This is an optimization exercise on Yosys and OpenROAD, whose aim is small area, a short achievable clock period and few clock cycles, not a production implementation.
Where RTL was checked, it was by simulation tests only, not by an equivalence proof against the original.
No functional check of the RTL was part of runs 2 to 4.

==> flow/design.v <==
module xxtea_engine (
    input  wire         clk,
    input  wire         rst,       
    input  wire         start,     
    input  wire         decrypt,   
    input  wire [3:0]   nwords,    
    input  wire [127:0] key,       
    input  wire [255:0] din,       
    output wire         ready,
    output reg          done,
    output reg          err,
    output wire [255:0] dout
);
    localparam [31:0] DELTA = 32'h9E3779B9;
    localparam [1:0] S_IDLE = 2'd0, S_PRE1 = 2'd1, S_PRE2 = 2'd2, S_RUN = 2'd3;
    reg [31:0] s [0:7];      
    reg [31:0] k [0:3];      
    reg [31:0] c, y, z;      
    reg [1:0]  st;
    reg        dec;
    reg        d2;           
    reg [2:0]  last;         
    reg [2:0]  p;            
    reg [2:0]  q;            
    reg [5:0]  rleft;        
    reg [31:0] sum;
    reg [2:0]  p_n;          
    reg [31:0] sum_n;
    integer i;
    reg [5:0]  rounds;
    reg [31:0] sum_dec0;
    always @* begin
        case (nwords)
            4'd2:    begin rounds = 6'd32; sum_dec0 = 32'hC6EF3720; end
            4'd3:    begin rounds = 6'd23; sum_dec0 = 32'h36FBEF9F; end
            4'd4:    begin rounds = 6'd19; sum_dec0 = 32'hBE1E08BB; end
            4'd5:    begin rounds = 6'd16; sum_dec0 = 32'hE3779B90; end
            4'd6:    begin rounds = 6'd14; sum_dec0 = 32'hA708A81E; end
            4'd7:    begin rounds = 6'd13; sum_dec0 = 32'h08D12E65; end
            4'd8:    begin rounds = 6'd12; sum_dec0 = 32'h6A99B4AC; end
            default: begin rounds = 6'd0;  sum_dec0 = 32'h00000000; end
        endcase
    end
    wire        run = (st == S_RUN);
    wire        idle = (st == S_IDLE);
    wire [31:0] x   = s[q];
    reg  [31:0] kw;          
    wire [31:0] mx  = (((y >> 5) ^ (z << 2)) + ((z >> 3) ^ (y << 4))) ^
                      ((sum ^ z) + (kw ^ y));
    wire [31:0] nv  = ((c ^ {32{dec}}) + mx) ^ {32{dec}};
    wire round_end = dec ? (p == 3'd0) : (p == last);
    wire [2:0] q_nxt = (q == last) ? 3'd0 : q + 3'd1;
    wire [2:0] q_prv = (q == 3'd0) ? last : q - 3'd1;
    assign ready = idle;
    genvar gi;
    generate
        for (gi = 0; gi < 8; gi = gi + 1) begin : g_out
            assign dout[32*gi +: 32] = s[gi];
        end
    endgenerate
    always @(posedge clk) begin
        for (i = 0; i < 8; i = i + 1)
            if (idle)
                s[i] <= din[32*i +: 32];
            else if (run && p == i)
                s[i] <= nv;
    end
    always @(posedge clk)
        if (idle)
            for (i = 0; i < 4; i = i + 1)
                k[i] <= key[32*i +: 32];
    wire pre = (st == S_PRE1) || (st == S_PRE2);
    wire [31:0] c_d = (pre && !dec) ? s[0] : (dec ? z : y);
    wire [31:0] y_d = pre ? (dec ? s[0] : s[1]) : ((dec || d2) ? nv : x);
    wire [31:0] z_d = (pre || (dec && !d2)) ? x : nv;
    always @(posedge clk) begin
        c <= c_d;
        y <= y_d;
        z <= z_d;
    end
    always @* begin
        p_n   = p;
        sum_n = sum;
        if (idle) begin
            p_n   = decrypt ? nwords[2:0] - 3'd1 : 3'd0;
            sum_n = decrypt ? sum_dec0 : DELTA;
        end else if (run) begin
            if (round_end) begin
                p_n   = dec ? last : 3'd0;
                sum_n = dec ? sum - DELTA : sum + DELTA;
            end else begin
                p_n   = dec ? p - 3'd1 : p + 3'd1;
            end
        end
    end
    always @(posedge clk) begin
        p   <= p_n;
        sum <= sum_n;
        kw  <= k[p_n[1:0] ^ sum_n[3:2]];
    end
    always @(posedge clk) begin
        if (rst) begin
            st   <= S_IDLE;
            done <= 1'b0;
            err  <= 1'b0;
        end else begin
            done <= 1'b0;
            case (st)
                S_IDLE: if (start) begin
                    dec   <= decrypt;
                    d2    <= (nwords == 4'd2);
                    last  <= nwords[2:0] - 3'd1;
                    rleft <= rounds;
                    q     <= nwords[2:0] - 3'd1;
                    if (nwords == 4'd0 || nwords > 4'd8) begin
                        err  <= 1'b1;
                        done <= 1'b1;
                    end else if (nwords == 4'd1) begin
                        err  <= 1'b0;
                        done <= 1'b1;
                    end else begin
                        err  <= 1'b0;
                        st   <= S_PRE1;
                    end
                end
                S_PRE1: begin
                    if (dec) begin
                        st <= S_PRE2;
                        q  <= q_prv;
                    end else begin
                        st <= S_RUN;
                        q  <= d2 ? 3'd0 : 3'd2;
                    end
                end
                S_PRE2: begin
                    st <= S_RUN;
                    q  <= q_prv;
                end
                default: begin
                    q <= dec ? q_prv : q_nxt;
                    if (round_end) begin
                        rleft <= rleft - 6'd1;
                        if (rleft == 6'd1) begin
                            st   <= S_IDLE;
                            done <= 1'b1;
                        end
                    end
                end
            endcase
        end
    end
endmodule
==> flow/flow/run.sh <==
#!/bin/bash
# The standard layout, with buf_1 port buffers and a larger setup repair margin.
set -euo pipefail
export BUFFER_PORTS_ARGS="-buffer_cell sky130_fd_sc_hd__buf_1"
export SETUP_SLACK_MARGIN=6.0
bash standard.sh > standard.log 2>&1
==> flow/standard.sh <==
#!/bin/bash
# synth_recipe.tcl (not shown) runs the flow's synth.tcl, then flattens the netlist and writes it again
# the make line also repeats each setting of config.mk as NAME=value (left out here)
make -C /OpenROAD-flow-scripts/flow DESIGN_CONFIG=/design/flow/config.mk WORK_HOME=/design/flow/orfs CLKGATE_MAP_FILE= SYNTH_SCRIPT=/design/flow/synth_recipe.tcl "${@:-finish}"
==> flow/config.mk <==
export PLATFORM = sky130hd
export DESIGN_NAME = xxtea_engine
export DESIGN_NICKNAME = xxtea_engine
export VERILOG_FILES = /design/flow/design.v
export SDC_FILE = /design/flow/constraint.sdc
export NUM_CORES = 4
export LEC_CHECK = 0
export ABC_AREA = 1
export CAP_MARGIN = 20
export CORE_MARGIN = 2
export CORE_UTILIZATION = 40
export PLACE_DENSITY = 0.6
export SLEW_MARGIN = 20
==> flow/constraint.sdc <==
create_clock -name core_clock -period 11.0 [get_ports {clk}]
set_input_delay 2.2000 -clock core_clock [delete_from_list [all_inputs] [get_ports {clk}]]
set_output_delay 2.2000 -clock core_clock [all_outputs]
set_load 0.01 [all_outputs]
==> results of run 1 <==
-- cell usage after synthesis, types with 4 or more instances --
cell | count | area, sq um
o211a_1 | 5 | 50.1
o21ai_1 | 5 | 25.0
xor2_1 | 224 | 1960
fa_1 | 4 | 80.1
buf_1 | 11 | 41.3
o21bai_1 | 13 | 97.6
inv_2 | 5 | 18.8
a221oi_1 | 25 | 219
nor3_1 | 60 | 300
buf_6 | 9 | 101
xnor2_1 | 65 | 569
nor2_1 | 241 | 905
nand2_2 | 5 | 31.3
o21a_1 | 6 | 45.0
dfxtp_1 | 136 | 2720
ha_1 | 147 | 1840
clkbuf_1 | 103 | 387
o22ai_1 | 59 | 369
a21oi_1 | 223 | 1120
nand4_1 | 57 | 357
o21ai_0 | 197 | 986
nand2_1 | 1195 | 4490
a31oi_1 | 8 | 50.1
inv_1 | 248 | 931
a21o_1 | 22 | 165
a32o_1 | 5 | 50.1
nand3_1 | 229 | 1150
nor4_1 | 5 | 31.3
o211ai_1 | 14 | 105
nand3b_1 | 5 | 37.5
o2111ai_1 | 11 | 96.3
a211oi_1 | 5 | 37.5
a21boi_0 | 6 | 45.0
a22o_1 | 12 | 105
or2_2 | 12 | 75.1
clkinv_1 | 4 | 15.0
edfxtp_1 | 429 | 12900
buf_2 | 20 | 100
-- layer usage --
metal,GRT usage [%],share of wire (%),vias to the layer above
met2,55.3,43,1907
met5,0,0.099,-
met1,51.2,42,15500
met3,8.25,10,290
li1,-,-,14400
met4,14.5,4.3,10
-- registers in the layout, summed over array words and instances, names as in the netlist, 2 cells and up --
| name | flops |
|---|---|
| s | 256 |
| k | 128 |
| c | 32 |
| kw | 32 |
| sum | 32 |
| y | 32 |
| z | 32 |
| rleft | 6 |
| last | 3 |
| p | 3 |
| q | 3 |
| st | 2 |
-- metrics by stage --
stage / util (%)
2_1_floorplan: -
3_3_place_gp: 44.5
3_5_place_dp: 44.5
4_1_cts: 47.4
5_1_grt: 47.8
6_report: 47.8
-- area by class of cell --
cell class              instances  area (sq um)  share of cell area (%)
multi-input cells            2900         16100                    41.3
flip-flops and latches        565         15600                    40.0
repair buffers                689          2780                    7.11
clock buffers                  98          1880                    4.80
well taps                    1070          1340                    3.43
inverters                     257           965                    2.47
clock inverters                25           358                   0.915
diodes                          8          20.0                  0.0512
-- repair_timing --
item,4_1_cts,5_1_grt
pin swaps,1,8
setup endpoints to repair,165,178
setup buffers,1,1
resized for setup,21,85
gates cloned,0,1
-- critical path: stages, from the launching register on --
cell and delay (ns):
dfxtp_1 0.47, xor2_1 0.18, ha_1 0.28, or2_2 0.32
and2_1 0.19, nand3_1 0.09, nand3_2 0.16, nand2_1 0.11
nand2_1 0.11, a21oi_1 0.18, xor2_1 0.28, xnor2_1 0.21
ha_1 0.38, nand2_2 0.16, nor2_1 0.06, nor2_1 0.13
inv_1 0.09, a21oi_2 0.17, nor2_2 0.10, nor2_4 0.16
nand3_1 0.12, or2_2 0.30, nand2_1 0.10, nand2_1 0.06
nand2_1 0.08, nand2_1 0.18
-- worst max-delay path by stage --
stage,startpoint,depth (start not counted),end
after detailed placement,sum[0],24,s[3][31]
after global placement,sum[0],24,s[5][31]
after global routing,sum[0],26,s[3][31]
after floorplan,st[0],7,s[1][0]
final,y[2],25,y[26]
after CTS,sum[0],24,s[2][28]
-- cell families (layout without fill, tap and decap cells) --
logic type | after synthesis | in the layout
AND/OR/NAND/NOR | 1826 | 1827
AO/OA/AOI/OAI | 630 | 630
flip-flops | 565 | 565
buffers and inverters | 403 | 1069
XOR/XNOR | 291 | 291
adder cells (fa/ha/maj) | 151 | 151
multiplexers | 1 | 1
other | 0 | 8
==> run_results.csv, run 1 <==
group,metric,value,unit
timing,fmax,206,MHz
synthesis,syn-num-nets,4410,
worst_setup_path,r2r-start,"y[2]",
timing,finalWorstPathRequiredPeriod,4.86,ns
worst_setup_path,r2r_cells,25,
worst_hold_path,min_path_type,"flip-flop to flip-flop",
timing,report.final.hold_viol_count,0,
global_route,antenna_found_initial,14,
detailed_routing,drtAntennaViolNets,0,
global_route,grt_max_degree,193,
worst_hold_path,whs_path_depth,2,
cts,cts.path.max_buffers,3,
flow_run,maxCapViolations,0,
cts,cts_buffers,68,
timing,rsz0062_at_grt,"true",
synthesis,syn_inst,3867,
detailed_routing,via_per_inst,5.72,
synthesis,synthSimpleGateAreaFrac,22.8,%
worst_setup_path,cp-end-kind,"flip-flop",
synthesis,synth_top_family_by_area,"simple AND/OR/NAND/NOR gates",
detailed_routing,vias,32100,
floorplan,die_y,291,microns
timing,setup_slack,6.14,ns
worst_setup_path,r2r_setup_slack,6.14,ns
floorplan,core,81800,sq um
timing,min_period_over_period,44.2,%
cts,cts_hold_repair.buffers,0,
detailed_routing,drt-pass1-iter-count,6,
status,status,"complete, no violations",
cells_and_area,drive_above_1_share,5.69,%
synthesis,async_flop_share,0,%
place,dp.cells,5478,
cts,clockRootBuffer,"clkbuf_16",
timing,tightest_slew,1.13,ns
floorplan,num_io_pins,651,
floorplan,die_x,291,microns
worst_setup_path,rr_endpoint,"y[26]",
floorplan,initial_core_util,40.2,%
worst_setup_path,critical_path_required,11.43,ns
place,hpwl,128000,microns
timing,slew_headroom,24.4,%
synthesis,syn_avg_cell_area,8.52,sq um
worst_hold_path,holdPathEnd,"kw[25]",
place,pre_cts_ws,5.31,ns
synthesis,synthAdderAreaFrac,5.83,%
worst_hold_path,holdCritStartpoint,"k[2][25]",
floorplan,dieArea,84700,sq um
place,io_buffers,650,
synthesis,synth_edf_count,429,
timing,whs,0.449,ns
place,place_congestion,1.02,
synthesis,synth_compound_area_share,11.2,%
cells_and_area,final_cell_mix,"nand2_1 (1,177), buf_1 (650), edfxtp_1 (429), inv_1 (245), nor2_1 (227)",
worst_setup_path,startpoint_type,"flip-flop",
synthesis,synth-seq-area-share,47.4,%
timing,slew_violations,0,
cells_and_area,fill_cells,8158,
cells_and_area,layout_commonest_cell,"nand2_1",
cts,clk_pin_slew_worst_paths,0.06,ns
detailed_routing,first_iter_violations,3850,
timing,clock-skew-final,0.0349,ns
detailed_routing,wl_per_cell,28.6,microns
synthesis,synth_xor_area_share,7.82,%
synthesis,ys_types,60,
cells_and_area,stdcell_area,39100,sq um
synthesis,synth_flop_cell,"edfxtp_1",
place,place_area,36500,sq um
global_route,grt_overflow,0,
cts,cts.sinks,565,
worst_setup_path,path_class,"flip-flop to flip-flop",
floorplan,num_rows,105,
cts,clk-insertion-delay-late,0.64,ns
global_route,grt_pass1_vias,29600,
cells_and_area,syn2layout_area_growth,18.7,%
synthesis,yosysWarnings,3,
synthesis,synthMuxAreaShare,0.0304,%
cts,cts_tree,"yes",
worst_setup_path,critical_path_peak_fanout,4,
detailed_routing,drc_errors,0,
detailed_routing,drt_wl_total,161000,microns
synthesis,synth-seq-cells,565,
worst_setup_path,crit_arrival,5.29,ns
cells_and_area,layout.cells.non_filler,5612,
synthesis,syn_area,32900,sq um
cells_and_area,fin_nets,5024,
global_route,grt_pass1_wl,223000,microns
cts,h-tree-depth,3,
global_route,grt_use_total,36.7,%
timing,setup_violations,0,
timing,setup_tns,0,ns
Testbench counts, summed over its fixed seeds: cycles 263,646.
==> run 2, diff against run 1 <==
--- a/flow/design.v
+++ b/flow/design.v
@@ -72,6 +72,9 @@
     wire pre = (st == S_PRE1) || (st == S_PRE2);
     wire [31:0] c_d = (pre && !dec) ? s[0] : (dec ? z : y);
-    wire [31:0] y_d = pre ? (dec ? s[0] : s[1]) : ((dec || d2) ? nv : x);
-    wire [31:0] z_d = (pre || (dec && !d2)) ? x : nv;
+    wire        y_nv = !pre && (dec || d2);
+    wire        z_nv = !pre && !(dec && !d2);
+    wire [31:0] y_o  = pre ? (dec ? s[0] : s[1]) : x;
+    wire [31:0] y_d  = y_nv ? nv : y_o;
+    wire [31:0] z_d  = z_nv ? nv : x;
     always @(posedge clk) begin
         c <= c_d;
@@ -94,8 +97,9 @@
         end
     end
+    wire [1:0] kidx_n = run ? (p_n[1:0] ^ sum_n[3:2]) : (p[1:0] ^ sum[3:2]);
     always @(posedge clk) begin
         p   <= p_n;
         sum <= sum_n;
-        kw  <= k[p_n[1:0] ^ sum_n[3:2]];
+        kw  <= k[kidx_n];
     end
     always @(posedge clk) begin
==> run_results.csv, run 2 <==
group,metric,value,unit
status,status,"complete, no violations",
worst_setup_path,critical_path_peak_fanout,8,
floorplan,die_x,291,microns
synthesis,syn-num-nets,4337,
worst_setup_path,crit_arrival,5.22,ns
cells_and_area,layout.cells.non_filler,5546,
synthesis,synth-seq-area-share,47.2,%
floorplan,num_rows,105,
timing,report.final.hold_viol_count,0,
synthesis,synth_most_common_cell,"nand2_1",
synthesis,synth_top_cell_by_area,"edfxtp_1",
worst_setup_path,path_class,"flip-flop to flip-flop",
global_route,grt_max_degree,200,
cts,cts_tree,"yes",
worst_hold_path,min_path_type,"flip-flop to flip-flop",
detailed_routing,wl_per_cell,29.1,microns
floorplan,initial_core_util,40.3,%
cells_and_area,largest_register_ffs,256,
cells_and_area,regMostFlops,"s",
global_route,grt_use_total,36.7,%
cells_and_area,syn2layout_area_growth,19.0,%
synthesis,ys_top_cells_by_count,"nand2_1 (1,037), edfxtp_1 (429), inv_1 (263)",
synthesis,synth-seq-cells,565,
cts,clockRootBuffer,"clkbuf_16",
cells_and_area,layout_commonest_cell,"nand2_1",
synthesis,synth_top_area_share,39.0,%
detailed_routing,vias,31900,
floorplan,core,82000,sq um
cells_and_area,final_cell_mix,"nand2_1 (1,032), buf_1 (650), edfxtp_1 (429), inv_1 (263), nor2_1 (230)",
place,io_buffers,650,
cts,cts.path.max_buffers,3,
timing,tightest_slew,1.18,ns
synthesis,yosysWarnings,3,
worst_setup_path,startpoint_type,"flip-flop",
detailed_routing,drtAntennaViolNets,0,
cells_and_area,drive_above_1_share,6.22,%
worst_setup_path,r2r_cells,19,
synthesis,ys_types,61,
detailed_routing,via_per_inst,5.76,
cts,clk-insertion-delay-late,0.66,ns
cells_and_area,reg_top3,"s: 256 flops, k: 128 flops",
synthesis,syn_avg_cell_area,8.71,sq um
detailed_routing,drc_errors,0,
floorplan,die_y,291,microns
global_route,grt_pass1_vias,29700,
cts,cts.sinks,565,
cells_and_area,fill_cells,8200,
cells_and_area,fin_nets,4954,
timing,min_period_over_period,44.0,%
synthesis,async_flop_share,0,%
detailed_routing,drt_wl_total,161000,microns
timing,finalWorstPathRequiredPeriod,4.84,ns
synthesis,synth_flop_cell,"edfxtp_1",
detailed_routing,drt-pass1-iter-count,6,
synthesis,synth_edf_count,429,
floorplan,num_io_pins,651,
worst_setup_path,critical_path_required,11.38,ns
place,place_congestion,1.06,
synthesis,syn_area,33100,sq um
cts,clk_pin_slew_worst_paths,0.06,ns
floorplan,dieArea,84900,sq um
timing,setup_violations,0,
flow_run,maxCapViolations,0,
detailed_routing,first_iter_violations,4744,
timing,rsz0062_at_grt,"true",
cts,cts_hold_repair.buffers,0,
timing,clock-skew-final,0.0555,ns
timing,slew_headroom,21.4,%
timing,fmax,207,MHz
place,dp.cells,5400,
worst_hold_path,whs_path_depth,2,
synthesis,netlist_top_cells_area,"edfxtp_1 (39%), nand2_1 (12%), dfxtp_1 (8.2%)",
place,hpwl,127000,microns
global_route,grt_pass1_wl,223000,microns
cts,h-tree-depth,3,
timing,setup_tns,0,ns
timing,slew_violations,0,
synthesis,syn_inst,3794,
global_route,grt_overflow,0,
global_route,antenna_found_initial,16,
cts,cts_buffers,67,
worst_setup_path,cp-end-kind,"flip-flop",
-- run 2: what timing repair did --
action / CTS / global route
endpoints found under the setup margin: 139 / 175
buffers inserted: 2 / 7
cloned: 1 / 2
gates resized for setup: 22 / 73
pin swaps: 3 / 11
-- run 2: cell type report --
type                       instances  area (sq um)  share of cell area, %
multi-input combinational       2810         16200                   41.1
sequential                       565         15600                   39.7
clock buffer                      96          1950                   4.95
inverter                         274          1030                   2.63
antenna                           10          25.0                 0.0636
tap                             1070          1340                   3.40
timing repair buffer             693          2790                   7.10
clock inverter                    28           419                   1.07
-- run 2: routing by layer --
layer / routed length [microns] / global-route usage [%] / part of all wire (%)
met3: 20200 / 10.9 / 13
met4: 5200 / 11.6 / 3.2
met1: 65000 / 50.2 / 40
met2: 70700 / 55.7 / 44
met5: 85 / 0 / 0.053
-- run 2: path summary, 6_finish.rpt --
path / start / slack [ns] / end
max: y[0] / 6.16 / s[4][13]
max reg2reg: y[0] / 6.16 / s[4][13]
min reg2reg: k[3][28] / 0.45 / kw[28]
min: k[3][28] / 0.45 / kw[28]
-- run 2: stage by stage --
| stage | utilization, % | area [sq um] | hold slack [ns] | worst slack [ns] |
|---|---|---|---|---|
| final | 48.0 | 39300 | 0.446 | 6.16 |
| after global routing | 48.0 | 39300 | 0.471 | 5.96 |
| after CTS | 47.5 | 38900 | 0.450 | 5.91 |
| after detailed placement | 44.5 | 36500 | 0.435 | 5.21 |
| after global placement | 44.5 | 36500 | 0.431 | 5.23 |
| after floorplan | - | 33100 | 0.424 | 6.51 |
-- run 2: kinds of logic (layout without fill, tap and decap cells) --
kind of cell	count (synthesis)	after routing	synth area share (%)
and+or+nand+nor	1692	1694	21.4
AOI/OAI and AO/OA	667	668	12.3
DFF	565	565	47.2
buffers and inverters	422	1091	5.30
xor gates and xnor gates	292	292	7.82
adders and majority gates	151	151	5.81
muxes	5	5	0.151
other	0	10	0
-- run 2: worst max-delay path, stage by stage, from the launching register on --
cell     delay, ns
dfxtp_1       0.42
xor2_2        0.18
ha_1          0.19
inv_1         0.06
fa_2          0.41
o21a_4        0.26
o21ai_4       0.24
a21oi_2       0.11
o21ai_2       0.16
buf_4         0.15
xor2_1        0.18
xnor2_1       0.15
ha_1          0.31
nand2_1       0.15
inv_1         0.05
a21oi_1       0.40
nand2_1       0.29
xor2_1        0.23
nand2_1       0.50
nand2_1       0.12
==> run 3, diff against run 2 <==
==> flow/flow/run.sh (replaced) <==
#!/bin/bash
# The standard layout, with buf_1 port buffers and a larger setup repair margin.
set -euo pipefail
export BUFFER_PORTS_ARGS="-buffer_cell sky130_fd_sc_hd__buf_1"
export SETUP_SLACK_MARGIN=7.0
bash standard.sh > standard.log 2>&1
==> run_results.csv, run 3 <==
group,metric,value,unit
status,status,"complete, no violations",
timing,slew_headroom,22.8,%
global_route,grt_pass1_vias,31100,
cts,clk-insertion-delay-late,0.65,ns
worst_setup_path,critical_path_peak_fanout,8,
global_route,grt_max_degree,150,
worst_hold_path,whs_path_depth,2,
worst_setup_path,critPathSlowestCell,"edfxtp_1",
synthesis,netlist_top_cells_area,"edfxtp_1 (39%), nand2_1 (12%), dfxtp_1 (8.2%)",
timing,tightest_slew,1.16,ns
worst_setup_path,path_class,"flip-flop to flip-flop",
worst_setup_path,critical_path_required,11.38,ns
detailed_routing,drt_wl_total,166000,microns
synthesis,synth-seq-area-share,47.2,%
cts,cts.sinks,565,
synthesis,synth_top_area_share,39.0,%
synthesis,yosysWarnings,3,
flow_run,maxCapViolations,0,
synthesis,syn-num-nets,4337,
timing,fmax,221,MHz
synthesis,ys_types,61,
detailed_routing,wl_per_cell,29.2,microns
timing,setup_violations,0,
floorplan,die_y,291,microns
synthesis,synth_top_cell_by_area,"edfxtp_1",
cts,cts_hold_repair.buffers,0,
synthesis,async_flop_share,0,%
worst_hold_path,min_path_type,"flip-flop to flip-flop",
global_route,antenna_found_initial,19,
worst_setup_path,cp-end-kind,"flip-flop",
synthesis,synth-seq-cells,565,
detailed_routing,vias,33300,
global_route,grt_use_total,37.7,%
timing,rsz0062_at_grt,"true",
detailed_routing,first_iter_violations,4333,
worst_setup_path,crit_chain,"xor2_1 > ha_2 > inv_2 > fa_2 > o21a_4 > o21ai_4 > buf_6 > a21oi_4 > nand3b_1 > nand3_1 > nand2_2 > xnor2_2 > ha_4 > nand4_1 > nor4_1 > nand2_1 > nand2_1 > nand2_1 > nand2_2 > nand3_4 > nand3_4 > nand2_1",
synthesis,syn_inst,3794,
cts,clockRootBuffer,"clkbuf_16",
place,hpwl,126000,microns
cells_and_area,drive_above_1_share,17.4,%
cells_and_area,syn2layout_area_growth,30.3,%
cells_and_area,regMostFlops,"s",
cells_and_area,ff_latch_area,15700,sq um
detailed_routing,drtAntennaViolNets,0,
cells_and_area,stdcell_area,43100,sq um
cells_and_area,multi_input_comb_area,18500,sq um
cells_and_area,largest_register_ffs,256,
worst_setup_path,cpPeakStageDelay,0.49,ns
cells_and_area,layout_commonest_cell,"nand2_1",
synthesis,ys_top_cells_by_count,"nand2_1 (1,037), edfxtp_1 (429), inv_1 (263)",
synthesis,synth_flop_cell,"edfxtp_1",
worst_setup_path,path_buf_inv,2,
cts,h-tree-depth,3,
floorplan,core,82000,sq um
timing,slew_violations,0,
worst_setup_path,cp_top_family,"simple AND/OR/NAND/NOR gates",
worst_setup_path,crit_top_cell,"nand2_1",
synthesis,syn_avg_cell_area,8.71,sq um
detailed_routing,via_per_inst,5.84,
timing,clock-skew-final,0.0500,ns
cts,cts_tree,"yes",
cells_and_area,reg_top3,"s: 256 flops, k: 128 flops",
timing,report.final.hold_viol_count,0,
global_route,grt_pass1_wl,229000,microns
worst_setup_path,crit_arrival,4.92,ns
cts,cts_buffers,67,
worst_setup_path,startpoint_type,"flip-flop",
timing,finalWorstPathRequiredPeriod,4.53,ns
synthesis,synth_edf_count,429,
global_route,grt_overflow,0,
place,place_area,36500,sq um
detailed_routing,drc_errors,0,
place,io_buffers,650,
detailed_routing,drt-pass1-iter-count,6,
cells_and_area,fill_cells,7797,
timing,min_period_over_period,41.2,%
timing,setup_tns,0,ns
cts,cts.path.max_buffers,3,
cts,clk_pin_slew_worst_paths,0.06,ns
cells_and_area,final_cell_mix,"nand2_1 (895), buf_1 (647), edfxtp_1 (429), inv_1 (248), nor2_1 (210)",
floorplan,num_rows,105,
floorplan,dieArea,84900,sq um
cells_and_area,fin_nets,5114,
floorplan,num_io_pins,651,
worst_setup_path,r2r_cells,22,
synthesis,synth_most_common_cell,"nand2_1",
synthesis,syn_area,33100,sq um
floorplan,die_x,291,microns
worst_setup_path,cp.depth,22,
place,place_congestion,1.06,
floorplan,initial_core_util,40.3,%
## run 3: changes by cell type in the layout (fill, tap and decap cells not counted), moves of 26 or more
cell and change:
buf_6 +30, a21oi_1 -35, o21ai_2 +27, nand2_1 -137, nand2_4 +26, buf_4 +108, o21ai_0 -35, nand2_2 +110
ha_1 -28, nand3_1 -33
## run 3: tightest hold or removal path: cells and delay by family, from the launching register on
family           cells  cell delay [ns]
and+or+nand+nor      2             0.11
DFF                  1             0.32
## run 3: routing by layer
| layer | track usage [%] | vias up | wire [microns] |
|---|---|---|---|
| met4 | 16.2 | 10 | 7490 |
| li1 | - | 14600 | - |
| met3 | 10.3 | 320 | 20600 |
| met1 | 52.1 | 16200 | 67200 |
| met2 | 55.2 | 2161 | 71200 |
| met5 | 0 | - | 65 |
## run 3: final cells by class
type / count / area share, %
diodes: 12 / 0.0697
clock buffers: 96 / 4.36
clock inverters: 25 / 0.834
inverters: 274 / 2.41
multi-input cells: 2814 / 42.9
flip-flops and latches: 565 / 36.4
well taps: 1070 / 3.11
repair buffers: 849 / 10.0
## run 3: repair_timing
item / CTS / global route
endpoints found under the hold margin: 0 / 0
setup buffers: 100 / 60
gates cloned: 8 / 1
setup endpoints to repair: 282 / 283
resized for setup: 416 / 264
pin swaps: 120 / 129
## run 3: cells by family (layout without fill, tap and decap cells)
logic type,Yosys count,count (layout),synth area share (%)
compound gates,667,669,12.3
fa+ha+maj,151,151,5.81
flops,565,565,47.2
buf+inv,422,1244,5.30
mux,5,5,0.151
other cells,0,12,0
xor+xnor,292,292,7.82
simple gates,1692,1697,21.4
## run 3: worst paths after layout
check | startpoint | endpoint | slack [ns]
max | sum[0] | s[3][31] | 6.47
min | k[3][11] | kw[11] | 0.46
max reg2reg | sum[0] | s[3][31] | 6.47
min reg2reg | k[3][11] | kw[11] | 0.46
## run 3: metrics by stage
step / setup WS [ns] / cells / utilization (%) / hold WS [ns]
6_report: 6.47 / 5705 / 52.5 / 0.455
5_1_grt: 6.36 / 5699 / 52.5 / 0.482
4_1_cts: 6.52 / 5630 / 50.4 / 0.451
3_5_place_dp: 5.11 / 5401 / 44.5 / 0.435
3_3_place_gp: 5.10 / 5401 / 44.5 / 0.438
2_1_floorplan: 7.01 / 3794 / - / 0.424
==> run 4, diff against run 3 <==
==> flow/flow/run.sh (replaced) <==
#!/bin/bash
# The standard layout, with buf_1 port buffers and a larger setup repair margin.
set -euo pipefail
export BUFFER_PORTS_ARGS="-buffer_cell sky130_fd_sc_hd__buf_1"
export SETUP_SLACK_MARGIN=6.0
bash standard.sh > standard.log 2>&1
--- a/flow/config.mk
+++ b/flow/config.mk
@@ -9,5 +9,7 @@
 export CAP_MARGIN = 20
 export CORE_MARGIN = 2
-export CORE_UTILIZATION = 40
-export PLACE_DENSITY = 0.6
+export CORE_UTILIZATION = 50
+export CTS_CLUSTER_DIAMETER = 70
+export CTS_CLUSTER_SIZE = 22
+export PLACE_DENSITY = 0.7
 export SLEW_MARGIN = 20
==> run_results.csv, run 4 <==
group,metric,value,unit
status,status,"failed layout checks",
status,check.faults,"max-slew violations",
global_route,grt_use_total,42.5,%
cells_and_area,syn2layout_area_growth,14.8,%
place,hpwl,118000,microns
timing,slew_headroom,-2.06,%
worst_setup_path,cp-end-kind,"flip-flop",
cells_and_area,fin_util,57.8,%
timing,finalWorstPathRequiredPeriod,5.03,ns
synthesis,syn_avg_cell_area,8.71,sq um
worst_setup_path,critical_path_required,11.44,ns
synthesis,netlist_top_cells_area,"edfxtp_1 (39%), nand2_1 (12%), dfxtp_1 (8.2%)",
timing,rsz0062_at_grt,"true",
timing,tightest_slew,1.53,ns
place,pre_cts_ws,5.51,ns
synthesis,synth-seq-cells,565,
place,place_congestion,1.08,
timing,report.final.hold_viol_count,0,
global_route,grt_pass1_vias,29100,
synthesis,syn-num-nets,4337,
detailed_routing,drtAntennaViolNets,0,
synthesis,yosysWarnings,3,
synthesis,syn_area,33100,sq um
worst_setup_path,crit_arrival,5.47,ns
timing,clock-skew-final,0.0416,ns
global_route,grt_overflow,0,
floorplan,num_rows,94,
floorplan,die_y,261,microns
floorplan,core,65600,sq um
place,io_buffers,650,
timing,fmax,199,MHz
synthesis,synth_top_cell_by_area,"edfxtp_1",
synthesis,syn_inst,3794,
flow_run,maxCapViolations,0,
cells_and_area,largest_register_ffs,256,
global_route,grt_max_degree,100,
worst_setup_path,startpoint_type,"flip-flop",
detailed_routing,vias,32300,
timing,setup_slack,5.97,ns
cts,cts_tree,"yes",
worst_setup_path,critPathSlowestCell,"edfxtp_1",
worst_setup_path,critical_path_peak_fanout,8,
synthesis,synth_most_common_cell,"nand2_1",
worst_setup_path,cpPeakStageDelay,0.47,ns
detailed_routing,first_iter_violations,5125,
cts,clockRootBuffer,"clkbuf_16",
synthesis,ys_top_cells_by_count,"nand2_1 (1,037), edfxtp_1 (429), inv_1 (263)",
floorplan,dieArea,68200,sq um
synthesis,synth_flop_cell,"edfxtp_1",
cts,cts.sinks,565,
cts,clk_pin_slew_worst_paths,0.08,ns
cells_and_area,layout_commonest_cell,"nand2_1",
timing,setup_tns,0,ns
timing,min_period_over_period,45.7,%
worst_hold_path,min_path_type,"flip-flop to flip-flop",
cts,cts_buffers,40,
synthesis,async_flop_share,0,%
floorplan,num_io_pins,651,
worst_setup_path,path_class,"flip-flop to flip-flop",
global_route,antenna_found_initial,15,
cells_and_area,final_cell_mix,"nand2_1 (1,030), buf_1 (650), edfxtp_1 (429), inv_1 (263), nor2_1 (232)",
synthesis,synth_top_area_share,39.0,%
timing,slew_violations,1,
detailed_routing,drc_errors,0,
detailed_routing,wl_per_cell,28.3,microns
floorplan,initial_core_util,50.4,%
cts,clk-insertion-delay-late,0.61,ns
cts,cts.path.max_buffers,3,
timing,setup_violations,0,
floorplan,die_x,261,microns
cells_and_area,fin_nets,4923,
cells_and_area,drive_above_1_share,5.15,%
detailed_routing,via_per_inst,6.10,
global_route,grt_pass1_wl,207000,microns
detailed_routing,drt_wl_total,150000,microns
cells_and_area,regMostFlops,"s",
synthesis,synth_edf_count,429,
cells_and_area,reg_top3,"s: 256 flops, k: 128 flops",
worst_setup_path,crit_chain,"xor2_1 > ha_1 > inv_1 > fa_1 > o21a_2 > o21ai_4 > buf_4 > xor2_1 > xor2_1 > ha_1 > a21o_1 > o21bai_2 > a21oi_2 > inv_1 > nand2_1 > nand2_1 > xor2_1 > nand2_1 > nand2_1",
synthesis,synth-seq-area-share,47.2,%
detailed_routing,drt-pass1-iter-count,9,
cts,h-tree-depth,2,
synthesis,ys_types,61,
[run 4: cell type report]
| type | instances | area, sq um |
|---|---|---|
| antenna | 17 | 42.5 |
| clock buffer | 50 | 1070 |
| clock inverter | 24 | 313 |
| fill | 6067 | 27700 |
| inverter | 274 | 1030 |
| multi-input combinational | 2808 | 16000 |
| sequential | 565 | 15600 |
| tap | 864 | 1080 |
| timing repair buffer | 691 | 2760 |
[run 4: per-layer routing]
metal,share of wire (%),track usage (%),vias up
met5,0.40,5.76,-
met4,5.2,18.6,12
met3,15,17.7,380
met2,41,59.5,2361
met1,38,57.0,15300
li1,-,-,14300
[run 4: cell families after synthesis]
logic type / share of synthesized area [%]
simple gates: 21.4
compound gates: 12.3
flops: 47.2
buf+inv: 5.30
xor+xnor: 7.82
fa+ha+maj: 5.81
mux: 0.151
[run 4: repair_timing]
item	CTS	global route
buffers inserted	0	8
cloned	1	0
pin swaps	1	6
resized for setup	13	62
endpoints found under the setup margin	146	179
hold buffers	0	0
[run 4: critical path: cells and delay by family (launching register included)]
kind | cells | cell delay [ns]
AO/OA/AOI/OAI | 5 | 1.14
XOR/XNOR | 4 | 1.09
adder cells (fa/ha/maj) | 3 | 0.95
AND/OR/NAND/NOR | 4 | 0.89
flip-flops | 1 | 0.47
buffers and inverters | 3 | 0.33
[run 4: worst paths after layout]
| check | slack, ns | to | startpoint | depth (start not counted) |
|---|---|---|---|---|
| worst max register to register | 5.97 | s[2][13] | sum[0] | 19 |
| worst max-delay path | 5.97 | s[2][13] | sum[0] | 19 |
| worst min register to register | 0.45 | kw[26] | k[3][26] | 2 |
| worst min-delay path | 0.45 | kw[26] | k[3][26] | 2 |
[run 4: per-stage QoR]
step | cells | hold WS, ns | area (sq um)
floorplan | 3794 | 0.424 | 33100
global placement | 5193 | 0.429 | 36200
detailed placement | 5193 | 0.438 | 36200
CTS | 5268 | 0.459 | 37600
global route | 5289 | 0.490 | 37900
finish | 5293 | 0.453 | 38000
==> run 5, diff against run 4 <==
--- a/flow/design.v
+++ b/flow/design.v
@@ -13,14 +13,19 @@
 );
     localparam [31:0] DELTA = 32'h9E3779B9;
-    localparam [1:0] S_IDLE = 2'd0, S_PRE1 = 2'd1, S_PRE2 = 2'd2, S_RUN = 2'd3;
+    localparam [2:0] S_IDLE = 3'd0, S_PRE1 = 3'd1, S_PRE2 = 3'd2, S_RUN = 3'd3,
+                     S_FIN = 3'd4;
     reg [31:0] s [0:7];      
     reg [31:0] k [0:3];      
     reg [31:0] c, y, z;      
-    reg [1:0]  st;
+    reg [31:0] kw;           
+    reg [2:0]  st;
     reg        dec;
     reg        d2;           
+    reg        d3;           
     reg [2:0]  last;         
     reg [2:0]  p;            
     reg [2:0]  q;            
+    reg [2:0]  pw;           
+    reg        wr;           
     reg [5:0]  rleft;        
     reg [31:0] sum;
@@ -42,8 +47,8 @@
         endcase
     end
-    wire        run = (st == S_RUN);
+    wire        run  = (st == S_RUN);
     wire        idle = (st == S_IDLE);
-    wire [31:0] x   = s[q];
-    reg  [31:0] kw;          
+    wire        pre  = (st == S_PRE1) || (st == S_PRE2);
+    wire [31:0] x    = s[q];
     wire [31:0] mx  = (((y >> 5) ^ (z << 2)) + ((z >> 3) ^ (y << 4))) ^
                       ((sum ^ z) + (kw ^ y));
@@ -59,10 +64,11 @@
         end
     endgenerate
+    wire [31:0] wv = dec ? y : z;
     always @(posedge clk) begin
         for (i = 0; i < 8; i = i + 1)
             if (idle)
                 s[i] <= din[32*i +: 32];
-            else if (run && p == i)
-                s[i] <= nv;
+            else if (wr && pw == i)
+                s[i] <= wv;
     end
     always @(posedge clk)
@@ -70,11 +76,11 @@
             for (i = 0; i < 4; i = i + 1)
                 k[i] <= key[32*i +: 32];
-    wire pre = (st == S_PRE1) || (st == S_PRE2);
-    wire [31:0] c_d = (pre && !dec) ? s[0] : (dec ? z : y);
     wire        y_nv = !pre && (dec || d2);
     wire        z_nv = !pre && !(dec && !d2);
-    wire [31:0] y_o  = pre ? (dec ? s[0] : s[1]) : x;
+    wire [31:0] c_d  = (pre && !dec) ? s[0] : (dec ? z : y);
+    wire [31:0] y_o  = pre ? (dec ? s[0] : s[1]) : (d3 ? z : x);
+    wire [31:0] z_o  = (!pre && d3) ? y : x;
     wire [31:0] y_d  = y_nv ? nv : y_o;
-    wire [31:0] z_d  = z_nv ? nv : x;
+    wire [31:0] z_d  = z_nv ? nv : z_o;
     always @(posedge clk) begin
         c <= c_d;
@@ -82,24 +88,25 @@
         z <= z_d;
     end
+    wire [2:0]  p_step   = round_end ? (dec ? last : 3'd0) : (dec ? p - 3'd1 : p + 3'd1);
+    wire [31:0] sum_step = round_end ? (dec ? sum - DELTA : sum + DELTA) : sum;
     always @* begin
-        p_n   = p;
-        sum_n = sum;
         if (idle) begin
             p_n   = decrypt ? nwords[2:0] - 3'd1 : 3'd0;
             sum_n = decrypt ? sum_dec0 : DELTA;
         end else if (run) begin
-            if (round_end) begin
-                p_n   = dec ? last : 3'd0;
-                sum_n = dec ? sum - DELTA : sum + DELTA;
-            end else begin
-                p_n   = dec ? p - 3'd1 : p + 3'd1;
-            end
+            p_n   = p_step;
+            sum_n = sum_step;
+        end else begin
+            p_n   = p;
+            sum_n = sum;
         end
     end
-    wire [1:0] kidx_n = run ? (p_n[1:0] ^ sum_n[3:2]) : (p[1:0] ^ sum[3:2]);
+    wire [1:0] kidx_n = run ? (p_step[1:0] ^ sum_step[3:2]) : (p[1:0] ^ sum[3:2]);
     always @(posedge clk) begin
         p   <= p_n;
         sum <= sum_n;
         kw  <= k[kidx_n];
+        pw  <= p;
+        wr  <= run;
     end
     always @(posedge clk) begin
@@ -114,4 +121,5 @@
                     dec   <= decrypt;
                     d2    <= (nwords == 4'd2);
+                    d3    <= (nwords == 4'd3);
                     last  <= nwords[2:0] - 3'd1;
                     rleft <= rounds;
@@ -141,13 +149,15 @@
                     q  <= q_prv;
                 end
-                default: begin
+                S_RUN: begin
                     q <= dec ? q_prv : q_nxt;
                     if (round_end) begin
                         rleft <= rleft - 6'd1;
-                        if (rleft == 6'd1) begin
-                            st   <= S_IDLE;
-                            done <= 1'b1;
-                        end
+                        if (rleft == 6'd1)
+                            st <= S_FIN;
                     end
+                end
+                default: begin
+                    st   <= S_IDLE;
+                    done <= 1'b1;
                 end
             endcase
--- a/flow/config.mk
+++ b/flow/config.mk
@@ -9,7 +9,5 @@
 export CAP_MARGIN = 20
 export CORE_MARGIN = 2
-export CORE_UTILIZATION = 50
-export CTS_CLUSTER_DIAMETER = 70
-export CTS_CLUSTER_SIZE = 22
-export PLACE_DENSITY = 0.7
+export CORE_UTILIZATION = 40
+export PLACE_DENSITY = 0.6
 export SLEW_MARGIN = 20
==> run_results.csv, run 5 <==
group,metric,value,unit
status,status,"complete, no violations",
worst_setup_path,crit_chain,"xor2_1 > ha_2 > inv_1 > fa_1 > nand3b_1 > nand2_1 > a21oi_2 > o21ai_2 > buf_4 > a21oi_1 > xor2_1 > xnor2_1 > ha_1 > a21oi_1 > o21ai_0 > a21oi_1 > nor3_1 > nor2_1 > o21ai_0 > or2_2 > nand3_1 > nand2_1",
worst_setup_path,cp-end-kind,"flip-flop",
synthesis,syn_inst,4154,
timing,slew_violations,0,
worst_setup_path,critical_path_required,11.49,ns
floorplan,initial_core_util,40.4,%
flow_run,maxCapViolations,0,
timing,clock-skew-final,0.0463,ns
cells_and_area,layout_commonest_cell,"nand2_1",
timing,setup_slack,6.36,ns
global_route,grtUsageMet3,6.95,%
place,pre_cts_ws,5.93,ns
worst_setup_path,cpPeakStageDelay,0.49,ns
synthesis,syn_avg_cell_area,8.27,sq um
floorplan,dieArea,88300,sq um
place,io_buffers,650,
synthesis,syn-num-nets,4687,
synthesis,synth_most_common_cell,"nand2_1",
synthesis,synth_flop_cell,"edfxtp_1",
timing,slew_headroom,25.7,%
floorplan,core,85100,sq um
synthesis,synth_top_cell_by_area,"edfxtp_1",
timing,report.final.hold_viol_count,0,
timing,min_period_over_period,42.2,%
cts,h-tree-depth,3,
global_route,grt_use_total,32.7,%
cts,cts.sinks,571,
global_route,use_met2,52.3,%
worst_setup_path,startpoint_type,"flip-flop",
floorplan,num_io_pins,651,
synthesis,netlist_top_cells_area,"edfxtp_1 (38%), nand2_1 (14%), dfxtp_1 (8.0%)",
cells_and_area,reg_top3,"s: 256 flops, k: 128 flops",
synthesis,synthAdderAreaFrac,5.24,%
synthesis,synth_xor_area_share,7.47,%
cells_and_area,regMostFlops,"s",
cts,cts_buffers,68,
worst_setup_path,critPathSlowestCell,"edfxtp_1",
global_route,met1_usage,43.6,%
cells_and_area,syn2layout_area_growth,17.1,%
synthesis,ys_types,51,
synthesis,synth_top_family_by_area,"simple AND/OR/NAND/NOR gates",
cts,clk_pin_slew_worst_paths,0.07,ns
cts,cts.path.max_buffers,3,
cells_and_area,drive_above_1_share,4.21,%
synthesis,syn_area,34400,sq um
detailed_routing,drt-pass1-iter-count,6,
worst_setup_path,crit_top_cell,"a21oi_1",
cells_and_area,final_cell_mix,"nand2_1 (1,287), buf_1 (650), edfxtp_1 (434), inv_1 (341), nor2_1 (271)",
synthesis,synth_top_area_share,37.9,%
timing,rsz0062_at_grt,"false",
cts,cts_tree,"yes",
synthesis,synth_edf_count,434,
synthesis,synthMuxAreaShare,0,%
detailed_routing,first_iter_violations,4176,
detailed_routing,wl_per_cell,25.1,microns
synthesis,ys_top_cells_by_count,"nand2_1 (1,291), edfxtp_1 (434), inv_1 (342)",
detailed_routing,drc_errors,0,
place,hpwl,118000,microns
worst_setup_path,cp_top_family,"compound AO/OA/AOI/OAI gates",
timing,setup_violations,0,
cts,clockRootBuffer,"clkbuf_16",
floorplan,die_x,297,microns
worst_hold_path,min_path_type,"flip-flop to flip-flop",
global_route,grt.busiest_layer,"met2",
timing,setup_tns,0,ns
global_route,antenna_found_initial,21,
synthesis,yosysWarnings,3,
detailed_routing,drtAntennaViolNets,0,
global_route,grt_max_degree,93,
worst_setup_path,path_buf_inv,2,
detailed_routing,drt_wl_total,150000,microns
worst_setup_path,crit_arrival,5.13,ns
worst_setup_path,r2r_setup_slack,6.36,ns
synthesis,async_flop_share,0,%
detailed_routing,via_per_inst,5.58,
synthesis,synth_compound_area_share,12.9,%
timing,finalWorstPathRequiredPeriod,4.64,ns
global_route,grt_pass1_vias,31500,
global_route,grt_pass1_wl,213000,microns
detailed_routing,vias,33200,
timing,fmax,215,MHz
synthesis,synth-seq-area-share,45.9,%
cts,clk-insertion-delay-late,0.65,ns
floorplan,die_y,297,microns
cells_and_area,largest_register_ffs,256,
synthesis,synth-seq-cells,571,
cells_and_area,fin_nets,5279,
worst_setup_path,path_class,"flip-flop to flip-flop",
place,place_congestion,0.983,
global_route,grt_overflow,0,
synthesis,synthSimpleGateAreaFrac,22.3,%
worst_setup_path,critical_path_peak_fanout,5,
floorplan,num_rows,107,
timing,tightest_slew,1.11,ns
-- run 5: cell types whose count changed in the layout (fill, tap and decap cells not counted), sizes merged, moves of 10 or more --
cell and change:
nand2 +251, a22o -17, nor3 -47, clkbuf +34, ha -11, nand3 -39
clkinv +27, o21ai +54, o211ai +68, inv +65, o22ai -10, nor2 +38
a211oi -24
-- run 5: area by class of cell --
cell class                      instances  area, sq um
Timing Repair Buffer                  695         2780
Sequential cell                       571        15800
Multi-Input combinational cell       3057        16600
Clock inverter                         40          440
Antenna cell                           18         45.0
Tap cell                             1144         1430
Clock buffer                           84         1830
Inverter                              353         1330
Fill cell                            8630        44900
-- run 5: cell families after synthesis --
family / Yosys count
xor gates and xnor gates: 293
and+or+nand+nor: 1889
adders and majority gates: 141
DFF: 571
buffers and inverters: 526
AOI/OAI and AO/OA: 734
-- run 5: final timing paths --
kind / startpoint / end / depth (start not counted)
max: sum[0] / z[25] / 22
min: k[1][24] / kw[24] / 2
max reg2reg: sum[0] / z[25] / 22
min reg2reg: k[1][24] / kw[24] / 2
-- run 5: metrics by stage --
stage	util (%)	instance area [sq um]	hold slack [ns]	instances
after floorplan	-	34400	0.391	4154
after global placement	44.5	37900	0.437	5816
after detailed placement	44.5	37900	0.445	5816
after CTS	47.2	40100	0.453	5940
after global routing	47.3	40200	0.469	5958
final	47.3	40200	0.449	5962
-- run 5: metal layers --
layer	vias to the layer above	share of wire, %
li1	15300	-
met1	15900	41
met2	1796	46
met3	286	9.9
met4	6	3.6
met5	-	0.023
-- run 5: worst register-to-register path: stages (launching register included) --
cell,delay (ns)
edfxtp_1,0.49
xor2_1,0.21
ha_2,0.25
inv_1,0.07
fa_1,0.46
nand3b_1,0.17
nand2_1,0.12
a21oi_2,0.11
o21ai_2,0.24
buf_4,0.16
a21oi_1,0.06
xor2_1,0.17
xnor2_1,0.23
ha_1,0.33
a21oi_1,0.23
o21ai_0,0.18
a21oi_1,0.22
nor3_1,0.08
nor2_1,0.07
o21ai_0,0.18
or2_2,0.34
nand3_1,0.07
nand2_1,0.06
-- run 5: repair_timing --
item / 4_1_cts / 5_1_grt
pin swaps: 0 / 1
gates resized for setup: 1 / 8
endpoints found under the hold margin: 0 / 0
gates cloned: 0 / 0
endpoints found under the setup margin: 9 / 25
hold buffers: 0 / 0
buffers inserted: 0 / 4
Testbench counts of run 5, summed over its fixed seeds: cycles 266,846.
==> run 6, diff against run 5 <==
==> flow/flow/run.sh (replaced) <==
#!/bin/bash
# The standard layout, with buf_1 port buffers and a larger setup repair margin.
set -euo pipefail
export BUFFER_PORTS_ARGS="-buffer_cell sky130_fd_sc_hd__buf_1"
export SETUP_SLACK_MARGIN=6.5
bash standard.sh > standard.log 2>&1
==> run_results.csv, run 6 <==
group,metric,value,unit
flow_run,maxCapViolations,0,
global_route,grt_overflow,0,
floorplan,initial_core_util,40.4,%
worst_setup_path,critPathSlowestCell,"edfxtp_1",
worst_setup_path,startpoint_type,"flip-flop",
cts,clk-insertion-delay-late,0.65,ns
cells_and_area,final_cell_mix,"nand2_1 (1,280), buf_1 (650), edfxtp_1 (434), inv_1 (341), o21ai_0 (266)",
synthesis,ys_top_cells_by_count,"nand2_1 (1,291), edfxtp_1 (434), inv_1 (342)",
timing,rsz0062_at_grt,"true",
detailed_routing,drt-pass1-iter-count,6,
timing,setup_violations,0,
synthesis,synth_flop_cell,"edfxtp_1",
detailed_routing,wl_per_cell,25.1,microns
floorplan,num_io_pins,651,
worst_setup_path,path_class,"flip-flop to flip-flop",
timing,slew_headroom,24.9,%
cells_and_area,reg_top3,"s: 256 flops, k: 128 flops",
cts,cts.path.max_buffers,3,
worst_setup_path,r2r_cells,19,
cells_and_area,regMostFlops,"s",
synthesis,syn-num-nets,4687,
detailed_routing,via_per_inst,5.59,
worst_hold_path,whs_path_depth,2,
floorplan,die_y,297,microns
status,status,"complete, no violations",
cells_and_area,layout_commonest_cell,"nand2_1",
detailed_routing,drt_wl_total,150000,microns
synthesis,synth_edf_count,434,
cts,clk_pin_slew_worst_paths,0.07,ns
synthesis,synth_top_area_share,37.9,%
place,place_congestion,0.983,
timing,tightest_slew,1.12,ns
synthesis,synth-seq-cells,571,
synthesis,synth_top_cell_by_area,"edfxtp_1",
global_route,grt_pass1_wl,213000,microns
cells_and_area,fin_util,47.7,%
cts,cts_tree,"yes",
synthesis,async_flop_share,0,%
cells_and_area,fin_nets,5292,
timing,setup_tns,0,ns
cells_and_area,drive_above_1_share,5.96,%
timing,report.final.hold_viol_count,0,
global_route,grt_use_total,32.7,%
global_route,antenna_found_initial,23,
synthesis,syn_avg_cell_area,8.27,sq um
cells_and_area,syn2layout_area_growth,18.1,%
detailed_routing,vias,33400,
cts,cts_buffers,68,
place,io_buffers,650,
worst_setup_path,cp.depth,19,
worst_setup_path,cpPeakStageDelay,0.55,ns
global_route,grt_pass1_vias,31500,
worst_setup_path,crit_chain,"xor2_1 > ha_1 > nand2_1 > o21ai_0 > inv_1 > o21ai_0 > a21oi_1 > nand2_1 > xor2_1 > xnor2_1 > ha_1 > a21oi_1 > o21ai_0 > a21oi_1 > o21a_1 > nand2_1 > or2_2 > nand3_1 > nand3_1",
timing,finalWorstPathRequiredPeriod,4.30,ns
synthesis,ys_types,51,
detailed_routing,drc_errors,0,
timing,slew_violations,0,
worst_setup_path,crit_arrival,4.83,ns
synthesis,syn_area,34400,sq um
timing,min_period_over_period,39.1,%
cts,h-tree-depth,3,
cts,cts.sinks,571,
synthesis,syn_inst,4154,
worst_setup_path,critical_path_required,11.53,ns
worst_setup_path,cp_top_family,"compound AO/OA/AOI/OAI gates",
synthesis,synth_most_common_cell,"nand2_1",
place,hpwl,118000,microns
floorplan,dieArea,88300,sq um
floorplan,core,85100,sq um
worst_setup_path,cp-end-kind,"flip-flop",
timing,fmax,232,MHz
timing,clock-skew-final,0.0448,ns
synthesis,synth-seq-area-share,45.9,%
synthesis,yosysWarnings,3,
worst_setup_path,path_buf_inv,1,
synthesis,netlist_top_cells_area,"edfxtp_1 (38%), nand2_1 (14%), dfxtp_1 (8.0%)",
worst_hold_path,min_path_type,"flip-flop to flip-flop",
cts,clockRootBuffer,"clkbuf_16",
floorplan,die_x,297,microns
floorplan,num_rows,107,
worst_setup_path,critical_path_peak_fanout,5,
cells_and_area,largest_register_ffs,256,
detailed_routing,drtAntennaViolNets,0,
detailed_routing,first_iter_violations,4020,
global_route,grt_max_degree,93,
==> run 6: cell types whose count changed in the layout (fill, tap and decap cells not counted), moves of 4 or more <==
cell,previous run,this run
a21oi_2,1,14
dfxtp_1,137,106
a21oi_1,186,173
dfxtp_2,0,30
nand2_1,1287,1280
nor2_2,3,9
nand2_2,8,15
nor2_1,271,265
buf_4,44,55
o21ai_0,270,266
==> run 6: final cells by class <==
type | instances | area, sq um
multi-input combinational | 3057 | 16800
tap | 1144 | 1430
timing repair buffer | 708 | 2890
sequential | 571 | 15800
inverter | 353 | 1330
clock inverter | 40 | 440
antenna | 17 | 42.5
clock buffer | 84 | 1830
fill | 8622 | 44600
==> run 6: final timing paths <==
check,startpoint,to,slack (ns)
worst max-delay path,sum[20],y[26],6.70
worst min register to register,k[1][24],kw[24],0.45
worst max register to register,sum[20],y[26],6.70
worst min-delay path,k[1][24],kw[24],0.45
==> run 6: per-layer routing <==
layer | vias up | part of all wire [%] | track usage [%]
li1 | 15300 | - | -
met1 | 16000 | 40 | 43.5
met2 | 1814 | 46 | 52.4
met3 | 304 | 10 | 6.98
met4 | 8 | 3.8 | 12.1
met5 | - | 0.033 | 0
==> run 6: what timing repair did <==
action,4_1_cts,5_1_grt
resized for setup,16,74
buffers inserted,6,11
hold buffers,0,0
pin swaps,8,10
cloned,0,0
endpoints found under the setup margin,40,41
==> run 6: metrics by stage <==
step / setup WS [ns] / cells / hold slack, ns / area, sq um
CTS: 6.50 / 5946 / 0.453 / 40200
global placement: 6.02 / 5816 / 0.437 / 37900
floorplan: 6.67 / 4154 / 0.391 / 34400
detailed placement: 5.93 / 5816 / 0.445 / 37900
global route: 6.48 / 5971 / 0.469 / 40600
finish: 6.70 / 5974 / 0.450 / 40600
==> run 6: tightest hold or removal path: stages, from the launching register on <==
cell      delay, ns
edfxtp_1       0.31
nand2_1        0.05
nand4_1        0.06
==> run 6: cell families (layout without fill, tap and decap cells) <==
logic type / count (synthesis) / count (layout) / share of synthesized area [%]
xor+xnor: 293 / 293 / 7.47
simple gates: 1889 / 1889 / 22.3
compound gates: 734 / 734 / 12.9
flops: 571 / 571 / 45.9
buf+inv: 526 / 1185 / 6.15
other cells: 0 / 17 / 0
fa+ha+maj: 141 / 141 / 5.24
==> run 7, diff against run 6 <==
==> flow/flow/run.sh (replaced) <==
#!/bin/bash
# The standard layout, with buf_1 port buffers and a larger setup repair margin.
set -euo pipefail
export BUFFER_PORTS_ARGS="-buffer_cell sky130_fd_sc_hd__buf_1"
export SETUP_SLACK_MARGIN=7.5
bash standard.sh > standard.log 2>&1
==> run_results.csv, run 7 <==
group,metric,value,unit
synthesis,synth_top_area_share,37.9,%
detailed_routing,wl_met1,60800,microns
cts,clockRootBuffer,"clkbuf_16",
global_route,grt_pass1_vias,32300,
synthesis,synthSimpleGateAreaFrac,22.3,%
cts,cts_hold_repair.buffers,0,
cells_and_area,fin_util,50.8,%
global_route,grt_pass1_wl,217000,microns
flow_run,maxCapViolations,0,
timing,finalWorstPathRequiredPeriod,4.09,ns
cells_and_area,syn2layout_area_growth,25.9,%
timing,fmax,245,MHz
synthesis,synth-seq-area-share,45.9,%
synthesis,netlist_top_cells_area,"edfxtp_1 (38%), nand2_1 (14%), dfxtp_1 (8.0%)",
synthesis,synth-seq-cells,571,
synthesis,synth_top_family_by_area,"simple AND/OR/NAND/NOR gates",
place,place_congestion,0.996,
synthesis,synthMuxAreaShare,0,%
status,status,"complete, no violations",
cells_and_area,largest_register_ffs,256,
synthesis,syn_inst,4154,
detailed_routing,wl_met2,69800,microns
synthesis,syn-num-nets,4687,
detailed_routing,dr.max_layer_used,"met5",
synthesis,synthAdderAreaFrac,5.24,%
cells_and_area,reg_top3,"s: 256 flops, k: 128 flops",
timing,slew_headroom,27.7,%
detailed_routing,via_per_inst,5.61,
cts,cts_tree,"yes",
worst_setup_path,crit_arrival,4.65,ns
timing,clock-skew-final,0.0623,ns
timing,setup_tns,0,ns
place,io_buffers,650,
timing,rsz0062_at_grt,"true",
floorplan,initial_core_util,40.4,%
cts,cts.sinks,571,
floorplan,die_x,297,microns
synthesis,syn_area,34400,sq um
detailed_routing,wl_per_cell,25.2,microns
floorplan,num_rows,107,
detailed_routing,vias,34200,
worst_setup_path,critical_path_required,11.56,ns
synthesis,yosysWarnings,3,
global_route,grt_max_degree,115,
global_route,grt_use_total,33.3,%
cells_and_area,layout_commonest_cell,"nand2_1",
timing,slew_violations,0,
global_route,grt_overflow,0,
synthesis,ys_types,51,
cells_and_area,fin_nets,5414,
worst_setup_path,cp-end-kind,"flip-flop",
detailed_routing,route.met3.wl,16700,microns
place,hpwl,117000,microns
synthesis,ys_top_cells_by_count,"nand2_1 (1,291), edfxtp_1 (434), inv_1 (342)",
worst_hold_path,min_path_type,"flip-flop to flip-flop",
worst_setup_path,r2r_setup_slack,6.91,ns
synthesis,synth_edf_count,434,
cells_and_area,drive_above_1_share,14.3,%
timing,setup_violations,0,
detailed_routing,drc_errors,0,
synthesis,async_flop_share,0,%
synthesis,synth_xor_area_share,7.47,%
floorplan,core,85100,sq um
timing,min_period_over_period,37.2,%
cells_and_area,regMostFlops,"s",
synthesis,synth_most_common_cell,"nand2_1",
detailed_routing,first_iter_violations,4081,
worst_setup_path,startpoint_type,"flip-flop",
worst_setup_path,critical_path_peak_fanout,4,
cts,cts_buffers,68,
floorplan,num_io_pins,651,
cells_and_area,final_cell_mix,"nand2_1 (1,224), buf_1 (579), edfxtp_1 (434), inv_1 (334), nor2_1 (239)",
worst_setup_path,path_class,"flip-flop to flip-flop",
detailed_routing,drtAntennaViolNets,0,
cts,h-tree-depth,3,
synthesis,synth_flop_cell,"edfxtp_1",
floorplan,die_y,297,microns
timing,report.final.hold_viol_count,0,
floorplan,dieArea,88300,sq um
synthesis,synth_compound_area_share,12.9,%
detailed_routing,drt_wl_total,154000,microns
timing,tightest_slew,1.08,ns
cts,cts.path.max_buffers,3,
global_route,antenna_found_initial,22,
detailed_routing,drt-pass1-iter-count,7,
synthesis,syn_avg_cell_area,8.27,sq um
cts,clk-insertion-delay-late,0.67,ns
synthesis,synth_top_cell_by_area,"edfxtp_1",
cts,clk_pin_slew_worst_paths,0.06,ns
-- run 7: cell counts after synthesis --
Identical to the previous run, type by type.
-- run 7: worst max-delay path, cell delays in order (launching register included) --
cell and delay, ns:
edfxtp_1 0.40, xor2_1 0.19, ha_2 0.22, inv_2 0.04
fa_2 0.34, nand3b_1 0.17, nand2_2 0.12, a21oi_4 0.09
o21ai_4 0.25, buf_6 0.13, buf_6 0.09, xor2_2 0.17
xor2_2 0.28, ha_4 0.26, a21o_1 0.20, nand2_1 0.09
nand2_2 0.08, a21oi_4 0.18, nand2_4 0.12, a21oi_4 0.19
xor2_2 0.19, nor2_1 0.06, a21oi_1 0.15
-- run 7: final timing paths --
check | start | to | cells past startpoint
setup / recovery | sum[0] | y[23] | 22
hold / removal | p[2] | pw[2] | 0
setup reg to reg | sum[0] | y[23] | 22
hold reg to reg | p[2] | pw[2] | 0
-- run 7: layer usage --
metal  GRT usage [%]  up-vias
li1                -    15500
met1            43.7    16400
met2            52.5     1908
met3            7.81      327
met4            14.3        4
met5               0        -
-- run 7: repair_timing --
action,in CTS,in global routing
cloned,4,2
setup buffers,91,46
pin swaps,74,69
resized for setup,368,178
endpoints found under the hold margin,0,0
endpoints found under the setup margin,287,232
-- run 7: cell families (layout without fill, tap and decap cells) --
kind of cell | Yosys count | after routing
simple gates | 1889 | 1890
compound gates | 734 | 734
flops | 571 | 571
buf+inv | 526 | 1305
xor+xnor | 293 | 293
fa+ha+maj | 141 | 141
other cells | 0 | 21
-- run 7: cell type report --
type / count / area (sq um)
Inverter: 353 / 1340
Tap cell: 1144 / 1430
Timing Repair inverter: 2 / 17.5
Clock buffer: 87 / 1820
Sequential cell: 571 / 15900
Clock inverter: 36 / 445
Antenna cell: 21 / 52.6
Multi-Input combinational cell: 3058 / 18100
Timing Repair Buffer: 827 / 4190
Fill cell: 8445 / 41900
-- run 7: metrics by stage --
stage / instance area, sq um / hold slack, ns / setup WS [ns] / instances
final: 43300 / 0.426 / 6.91 / 6099
after floorplan: 34500 / 0.391 / 7.23 / 4154
after global placement: 37900 / 0.417 / 6.42 / 5812
after global routing: 43300 / 0.439 / 6.75 / 6097
after detailed placement: 37900 / 0.418 / 6.43 / 5812
after CTS: 42200 / 0.433 / 7.09 / 6030

static timing again, ports no longer ideal:
How much do the figures lean on ideal ports? The routed layouts below were timed once more, with nothing changed but the port constraints.
Step 1 (the two cells are an assumption about what drives the block):
set clk [get_ports {clk}]
set_driving_cell -lib_cell sky130_fd_sc_hd__clkbuf_16 $clk
set_driving_cell -lib_cell sky130_fd_sc_hd__buf_2 [delete_from_list [all_inputs] $clk]
Step 2 also shifts input and output timing later by t, the mid clock arrival at the registers, as if the neighbouring blocks saw the same clock.
Slacks: ideal / step 1 / step 2; pairs: ideal / step 1.
run | t, ns | setup WS [ns] | worst slew at a driven data input, ns
run 1 | 0.686 | 6.137 / 6.085 / 5.552 | 0.19
run 2 | 0.695 | 6.158 / 6.158 / 5.558 | 0.17
run 3 | 0.680 | 6.467 / 6.467 / 6.225 | 0.14
run 4 | 0.647 | 5.970 / 5.970 / 5.661 | 0.14
run 5 | 0.700 | 6.359 / 6.359 / 6.359 | 0.13
run 6 | 0.701 | 6.697 / 6.697 / 6.566 | 0.13
run 7 | 0.712 | 6.913 / 6.913 / 6.913 | 0.13
For run 2, which loses most, drivers alone change the setup slack by 0.000 ns; drivers and shift together by -0.600 ns.
